What follows belongs to an exercise in optimizing a design on an open flow for small area, a short achievable clock period and few clock cycles; a production flow would make more cautious choices.
Only simulation tests tie the RTL to the original design; equivalence was not proved.
No activity file was given, so power comes from the tool's default toggle rates.

Design secded_sm_core, start of the top module:
module secded_sm_core (
    input  wire        clk,
    input  wire        rst,
    input  wire [5:0]  enc_data,
    output wire [10:0] enc_chan,
    input  wire [10:0] dec_chan,
    output wire [5:0]  dec_data,
    output wire [1:0]  dec_outcome,
    input  wire        exec_valid,
    input  wire [5:0]  exec_word,
    output wire        exec_ready,
    output wire [1:0]  run_state,
    output wire        ovf,
    output wire [2:0]  err_cause,
    output wire [1:0]  top_tag,
    output wire [7:0]  top_data,
    output wire        ann_valid,
    output wire [7:0]  ann_data,
    input  wire        ann_ready
);
    secded_codec u_codec (
        .enc_data    (enc_data),
        .enc_chan    (enc_chan),
        .dec_chan    (dec_chan),
        .dec_data    (dec_data),
        .dec_outcome (dec_outcome)
    );
    stack_machine u_sm (
        .clk        (clk),
        .rst        (rst),
        .exec_valid (exec_valid),
        .exec_word  (exec_word),
        .exec_ready (exec_ready),
        .run_state  (run_state),
        .ovf        (ovf),
        .err_cause  (err_cause),
        .top_tag    (top_tag),
        .top_data   (top_data),
        .ann_valid  (ann_valid),
        .ann_data   (ann_data),
        .ann_ready  (ann_ready)
    );
endmodule
For scale: ~2500 cells after synthesis, ~320 flip-flops.
make LEC_CHECK=0 ABC_AREA=1 CAP_MARGIN=30 CORE_MARGIN=2 CORE_UTILIZATION=45 SETUP_SLACK_MARGIN=4.6 SLEW_MARGIN=30 finish   # period 10.0 ns
run.sh (not shown) runs the stock make flow with config.mk's settings and CLKGATE_MAP_FILE= SYNTH_SCRIPT=/design/flow/synth_recipe.tcl, a recipe that flattens the netlist after the stock synthesis.
Testbench counts at the start, summed over its fixed seeds: cycles 20,982.
Next try:
CORE_UTILIZATION = 50   (was 45)
SETUP_SLACK_MARGIN = 4.5   (was 4.6)
What happened: Worst setup slack is worse by 0.021 ns; power is lower by 0.74%; cell count is lower by 2.4%; clock-buffer cell count came out higher by 6; synthesized area is unchanged.
Next try:
SETUP_SLACK_MARGIN = 4.8   (was 4.5)
Effect: Fmax drops by 1.3%. Total power climbs by about 2%. Final area climbs by 1.7%. Clock power hardly moves. Final cell count climbs by 0.92%. Setup slack is worse by 0.071 ns. Global-route usage climbs by 0.59 points.
Next try:
CORE_UTILIZATION = 55   (was 50)
SETUP_SLACK_MARGIN = 4.7   (was 4.8)
Outcome:
- The new run finished clean
- synthesized cell count stays the same
- combinational power hardly moves
- hold slack is better by 0.0037 ns
- non-clock buffer count came out lower by 10
- global-route usage came out higher by 3.7 points
- power is about the same
- setup slack is better by 0.039 ns
- routed wire length is about the same
- count of clock-buffer cells in the layout does not change
- utilization came out higher by 5.8 points
- synthesized area stays the same

* * *

secded_sm_core, a different RTL version from the one above (not shown whole).
Size: about 2,000 cells after synthesis, ~330 flip-flops, about 72 I/O pins, about 0.021 mm2 of cells after synthesis.
export LEC_CHECK = 0
export CAP_MARGIN = 20
export CORE_MARGIN = 2
export CORE_UTILIZATION = 70
export SETUP_SLACK_MARGIN = 4.5
export SLEW_MARGIN = 20
create_clock -name core_clock -period 10.0 [get_ports {clk}]
The first run aborted during global routing.
Testbench counts at the start, summed over its fixed seeds: cycles 20,907.
Then changed:
CORE_UTILIZATION = 60   (was 70)
This time the run finished but fails on max-slew violations. Area after synthesis stays the same. Synthesized cell count is unchanged.

* * *

secded_sm_core with an RTL version that a note above also has.
For scale: about 2,500 cells after synthesis, roughly 72 I/O pins, about 21,000 sq um of cells after synthesis.
Settings: LEC_CHECK=0, ABC_AREA=1, CAP_MARGIN=30, CORE_MARGIN=2, CORE_UTILIZATION=40, SETUP_SLACK_MARGIN=4.5, SLEW_MARGIN=30; clock period 10.0 ns.
Testbench counts at the start, summed over its fixed seeds: cycles 20,982.
==> next run, changes <==
- CORE_UTILIZATION: 40 -> 55
- The new run ran to the end with no violations
- via count rose by 0.90%
- clock power rose by about 4%
- total power rose by 0.61%
- wire length fell by 4.0%
- cell count fell by 5.7%
- hold slack is better by 12 ps
- core utilization rose by 18 points
- die area fell by 27%

re-timing with driven ports:
The results above use ideal ports. As a check the final layouts listed here were re-extracted and re-timed, cells and wires unchanged. Step 1 sets driving cells, clkbuf_16 on the clock port and buf_2 on the other inputs (assumed; they add their load-dependent delay and slew). Step 2 adds t to the input delays and takes it off the output delays; t is the mean of the earliest and latest rising clock arrival at the registers after step 1. Input paths then give back, and output paths get back, about the clock's delay inside the block. a / b / c = ideal ports / drivers / drivers and shift; a / b = the first two.
| run | t, ns | slack for setup (ns) | worst data-port slew with drivers (ns) |
|---|---|---|---|
| the first run of note 1 | 0.585 | 4.532 / 4.482 / 4.171 | 0.06 |
| the second run of note 1 | 0.602 | 4.511 / 4.481 / 4.288 | 0.06 |
| the third run of note 1 | 0.589 | 4.440 / 4.392 / 4.392 | 0.06 |
| the fourth run of note 1 | 0.584 | 4.479 / 4.430 / 4.380 | 0.08 |
| the second run of note 2 | 0.591 | 4.131 / 4.131 / 3.910 | 0.06 |
| the first run of note 3 | 0.573 | 4.455 / 4.411 / 4.247 | 0.06 |
| the second run of note 3 | 0.580 | 4.472 / 4.420 / 4.137 | 0.07 |
For the first run of note 1, which loses most, drivers alone change the setup slack by -0.050 ns; drivers and shift together by -0.361 ns.
